Context: an optimization exercise on an open-source flow, tuned for small area, a short achievable clock period and few clock cycles per item. The choices shown serve that exercise and are no tape-out recipe. Power is estimated from default activity; no workload was simulated.

==> job 2984 <==
// chi_bf
module chi_bf (
    input  wire         clk,
    input  wire         rst,           
    input  wire         cmd_valid,
    output wire         cmd_ready,
    input  wire         cmd_setup,     
    input  wire         cmd_dec,       
    input  wire [447:0] cmd_key,       
    input  wire [5:0]   cmd_keylen,    
    input  wire [63:0]  cmd_block,     
    output wire         out_valid,
    output wire [63:0]  out_block,
    output wire [31:0]  sb_raddr,      
    input  wire [127:0] sb_rdata,      
    output wire         sb_init,       
    output wire         sb_we,
    output wire [1:0]   sb_wtab,
    output wire [6:0]   sb_widx,       
    output wire [63:0]  sb_wdata       
);
    function [7:0] p_init_byte;
        input       isb;
        input [3:0] i;
        input [1:0] j;
        begin
            case ({isb, i, j})
                7'b0_0000_00: p_init_byte = 8'h85;
                7'b0_0000_01: p_init_byte = 8'hA3;
                7'b0_0000_10: p_init_byte = 8'h08;
                7'b0_0000_11: p_init_byte = 8'hD3;
                7'b0_0001_00: p_init_byte = 8'h13;
                7'b0_0001_01: p_init_byte = 8'h19;
                7'b0_0001_10: p_init_byte = 8'h8A;
                7'b0_0001_11: p_init_byte = 8'h2E;
                7'b0_0010_00: p_init_byte = 8'h03;
                7'b0_0010_01: p_init_byte = 8'h70;
                7'b0_0010_10: p_init_byte = 8'h73;
                7'b0_0010_11: p_init_byte = 8'h44;
                7'b0_0011_00: p_init_byte = 8'hA4;
                7'b0_0011_01: p_init_byte = 8'h09;
  ...
clock: 12.0 ns
lec_check: 0
cap_margin: 20
core_margin: 2
core_utilization: 40
cts_buf_list: sky130_fd_sc_hd__clkbuf_4
setup_slack_margin: 3
slew_margin: 20
synth_hierarchical: 1
standard.sh (not shown) runs the stock make flow with config.mk's settings and CLKGATE_MAP_FILE= SYNTH_SCRIPT=/design/flow/synth_recipe.tcl, a recipe that flattens the netlist after the stock synthesis.
==> flow/flow/run.sh <==
#!/bin/bash
# The standard layout (standard.sh) with two changes:
#  - every input and output port gets a sky130_fd_sc_hd__buf_1 buffer instead of
#    the resizer's default choice (buffer_ports -buffer_cell);
#  - synthesis maps the module chi_bf_f (the Blowfish F function and the words
#    formed from it; no registers) with flow/abc_f.script, a delay-oriented
#    "map" script with area recovery; the top module is mapped with the usual
#    script. Apart from that one abc call the synthesis is ORFS's synth.tcl and
#    the standard flow's synth_recipe.tcl unchanged, so the registers are the standard
#    synthesis's.
set -euo pipefail
here=$(pwd)
export BUFFER_PORTS_ARGS="-buffer_cell sky130_fd_sc_hd__buf_1"

# synth_f.tcl: ORFS synth.tcl with the abc call split per module
python3 - "$FLOW_HOME/scripts/synth.tcl" "$here/synth_f.tcl" "$here/flow/abc_f.script" \
    > make_synth.log 2>&1 <<'PY'
import sys
s = open(sys.argv[1]).read()
a = "  log_cmd abc {*}$abc_args\n"
assert s.count(a) == 1
s = s.replace(a, "  set abc_args_f [lreplace $abc_args 1 1 " + sys.argv[3] + "]\n"
                 "  log_cmd abc {*}$abc_args_f chi_bf_f\n"
                 "  log_cmd abc {*}$abc_args chi_bf\n")
open(sys.argv[2], "w").write(s)
PY
# my_synth.tcl: synth_recipe.tcl sourcing synth_f.tcl
python3 - "$here/synth_recipe.tcl" "$here/my_synth.tcl" "$here/synth_f.tcl" \
    >> make_synth.log 2>&1 <<'PY'
import sys
s = open(sys.argv[1]).read()
a = "source $::env(SCRIPTS_DIR)/synth.tcl"
assert s.count(a) == 1
s = s.replace(a, "source " + sys.argv[3])
open(sys.argv[2], "w").write(s)
PY
bash standard.sh SYNTH_SCRIPT="$here/my_synth.tcl" finish > standard.log 2>&1
==> flow/flow/abc_f.script <==
strash
dch
map -B 0.5
topo
stime -c
buffer -c
upsize -c
dnsize -c
==> job 9745: changes against job 2984 <==
--- a/flow/design.v
+++ b/flow/design.v
@@ -176,13 +176,12 @@
     reg [31:0]  r;
     reg         dec;
     reg [2:0]   mode;
     reg         stall;       
     reg [9:0]   ks;          
     reg [2:0]   kc;          
-    reg [5:0]   kidx;        
     reg         pend;        
     reg         pend_setup;  
     reg         we_last;     
     wire c15 = (ph == 4'd15);
     wire c0  = (ph == 4'd0);
     wire [31:0] s0 = sb_rdata[31:0];
@@ -246,13 +245,20 @@
     chi_bf_f u_f (.s0(s0), .s1(s1), .s2(s2), .s3(s3), .rk(rk), .alt(lsrc ^ kf),
                   .sel(sel_f), .fx(fx), .nx(nx));
     assign sb_raddr = {nx[7:0], nx[15:8], nx[23:16], nx[31:24]};
     wire [1:0]  lane = kc[2:1];
     wire [4:0]  kcl  = {kc[0], ph};
     wire        kpb  = (kcl == 5'd17) || (kcl == 5'd30);    
-    wire [7:0]  kb   = cmd_key[{kidx, 3'b000} +: 8];
+    wire [5:0]  kidx = ks[5:0];
+    reg  [7:0]  kb;                                    
+    integer     bi;
+    always @(*) begin
+        kb = 8'd0;
+        for (bi = 0; bi < 56; bi = bi + 1)
+            kb = kb | (cmd_key[8*bi +: 8] & {8{kidx == bi[5:0]}});
+    end
     wire [7:0]  nb   = kb ^ p_init_byte(kpb, ph, lane);
     wire [31:0] kbase = kpb ? pa : ring[31:0];
     wire [31:0] krep = {(lane == 2'd0) ? nb : kbase[31:24],
                         (lane == 2'd1) ? nb : kbase[23:16],
                         (lane == 2'd2) ? nb : kbase[15:8],
                         (lane == 2'd3) ? nb : kbase[7:0]};
@@ -293,28 +299,27 @@
             r <= x;
         if (acc_blk)
             dec <= cmd_dec;
         else if (key_done)
             dec <= 1'b0;
         if (start_key)
-            kidx <= kstep(6'd0, cmd_keylen);
-        else if (mode == M_KEY) begin
-            if (kcl == 5'd31)
-                kidx <= kstep({4'd0, lane + 2'd1}, cmd_keylen);
-            else if (kcl == 5'd18)
-                kidx <= {4'd0, lane};
-            else if (kcl[4] == 1'b0 || kcl == 5'd17)
-                kidx <= kstep(kidx, cmd_keylen);
-        end
-        if (start_key)
             kc <= 3'd0;
         else if (c15)
             kc <= kc + 3'd1;
         if (key_done)
             ks <= 10'h3F7;
-        else if ((mode == M_WB && c15) || (busy && c0 && we_last))
+        else if (start_key)
+            ks[5:0] <= kstep(6'd0, cmd_keylen);
+        else if (mode == M_KEY) begin
+            if (kcl == 5'd31)
+                ks[5:0] <= kstep({4'd0, lane + 2'd1}, cmd_keylen);
+            else if (kcl == 5'd18)
+                ks[5:0] <= {4'd0, lane};
+            else if (kcl[4] == 1'b0 || kcl == 5'd17)
+                ks[5:0] <= kstep(kidx, cmd_keylen);
+        end else if ((mode == M_WB && c15) || (busy && c0 && we_last))
             ks <= ks + 10'd1;
         if (rst) begin
             ph         <= 4'd0;
             mode       <= M_IDLE;
             stall      <= 1'b0;
             pend       <= 1'b0;
==> flow/flow/run.sh (replaced) <==
#!/bin/bash
# The standard layout (standard.sh) with two changes:
#  - every input and output port gets a sky130_fd_sc_hd__buf_1 buffer instead of
#    the resizer's default choice (buffer_ports -buffer_cell);
#  - synthesis maps the combinational logic with its own ABC scripts: the module
#    chi_bf_f (the Blowfish F function and the words formed from it, on the
#    critical path) with flow/abc_f.script, a delay-oriented "map" script, and
#    the top module with flow/abc_top.script, an area-recovering "&nf" script.
#    Apart from those two abc calls the synthesis is ORFS's synth.tcl and
#    the standard flow's synth_recipe.tcl unchanged, so the registers are the standard
#    synthesis's.
set -euo pipefail
here=$(pwd)
export BUFFER_PORTS_ARGS="-buffer_cell sky130_fd_sc_hd__buf_1"

# synth_f.tcl: ORFS synth.tcl with the abc call split per module
python3 - "$FLOW_HOME/scripts/synth.tcl" "$here/synth_f.tcl" \
    "$here/flow/abc_f.script" "$here/flow/abc_top.script" > make_synth.log 2>&1 <<'PY'
import sys
s = open(sys.argv[1]).read()
a = "  log_cmd abc {*}$abc_args\n"
assert s.count(a) == 1
s = s.replace(a, "  set abc_args_f [lreplace $abc_args 1 1 " + sys.argv[3] + "]\n"
                 "  log_cmd abc {*}$abc_args_f chi_bf_f\n"
                 "  set abc_args_t [lreplace $abc_args 1 1 " + sys.argv[4] + "]\n"
                 "  log_cmd abc {*}$abc_args_t chi_bf\n")
open(sys.argv[2], "w").write(s)
PY
# my_synth.tcl: synth_recipe.tcl sourcing synth_f.tcl
python3 - "$here/synth_recipe.tcl" "$here/my_synth.tcl" "$here/synth_f.tcl" \
    >> make_synth.log 2>&1 <<'PY'
import sys
s = open(sys.argv[1]).read()
a = "source $::env(SCRIPTS_DIR)/synth.tcl"
assert s.count(a) == 1
s = s.replace(a, "source " + sys.argv[3])
open(sys.argv[2], "w").write(s)
PY
bash standard.sh SYNTH_SCRIPT="$here/my_synth.tcl" finish > standard.log 2>&1
==> flow/flow/abc_top.script (new file) <==
&get -n
&st
&syn2
&dch
&nf -R 1000
&put
topo
stime -c
buffer -c
upsize -c -D 8000
dnsize -c -D 8000
Settings changed: CORE_UTILIZATION 40 to 44, SETUP_SLACK_MARGIN 3 to 3.5.
==> qor summary <==
Timing endpoint of the critical path: job 9745 sb_raddr[4]; job 2984 sb_raddr[7]
Logic gate share of total power: job 9745 37.7%; job 2984 35.9%
Die ar.: job 9745 69200 sq um; job 2984 83200 sq um
Repair and plain buffers: job 9745 905; job 2984 877
Sw Pwr: job 9745 0.00311 W; job 2984 0.00300 W
Switching Fraction: job 9745 44.0%; job 2984 43.1%
PostCTS Resize Cnt: job 9745 50; job 2984 3
Routed WL per cell: job 9745 36.5 um; job 2984 31.6 um
Buffer share of cell area: job 9745 10.4%; job 2984 9.21%
Internal: job 9745 0.00396 W; job 2984 0.00396 W
Run status: job 9745 complete, no violations; job 2984 complete, no violations
Post-synthesis sequential area ratio: job 9745 45.1%; job 2984 41.7%
R2R depth: job 9745 14; job 2984 10
Clock network fraction of total power: job 9745 27.2%; job 2984 27.8%
Final Critical Period: job 9745 8.53 ns; job 2984 8.84 ns
Ratio of cells with drive above 1 in the final layout: job 9745 11.4%; job 2984 12.6%
Number of buffers added by the clock tree synthesis step: job 9745 163; job 2984 166
Final Non-Filler Cells: job 9745 5233; job 2984 5333
Number of DRC markers after the initial detailed-route iteration: job 9745 5237; job 2984 4446
Count of cell types in the netlist: job 9745 71; job 2984 87
Detail Route met2 WL: job 9745 75500 um; job 2984 68200 um
Hold endpoint: job 9745 ring[352]; job 2984 ring[168]
Area fraction in and, or, nand and nor cells after synthesis: job 9745 15.3%; job 2984 11.9%
Worst-case register-to-register setup slack: job 9745 5.33 ns; job 2984 6.51 ns
No functional check of the RTL was part of any run of this note.

==> afterwards: timing with drivers on the ports <==
Ports are ideal in the flow. The routed layouts listed here were re-timed in OpenROAD.
Step 1: set_driving_cell puts a clkbuf_16 on clk and a buf_2 on each other input, an assumption about the parent block.
Step 2, shift: input delay + t, output delay - t, t = (earliest + latest rising clock arrival at the registers) / 2. This alone moves slack from input paths to output paths.
Three values: no drivers, after step 1, after step 2; two values: the first two.
run | t (ns) | setup WS [ns] | worst setup path after step 2 | latest minus earliest clock arrival (ns) | slew at the worst register clock pin (ns)
job 2984 | 1.062 | 3.155 / 2.942 / 2.942 | input to output | 0.084 / 0.084 | 0.08 / 0.08
job 9745 | 1.089 | 3.467 / 3.447 / 3.447 | input to output | 0.113 / 0.113 | 0.08 / 0.08
After both steps every run listed still meets setup and hold. For job 2984, which loses most, drivers alone change the setup slack by -0.213 ns; drivers and shift together by -0.213 ns.
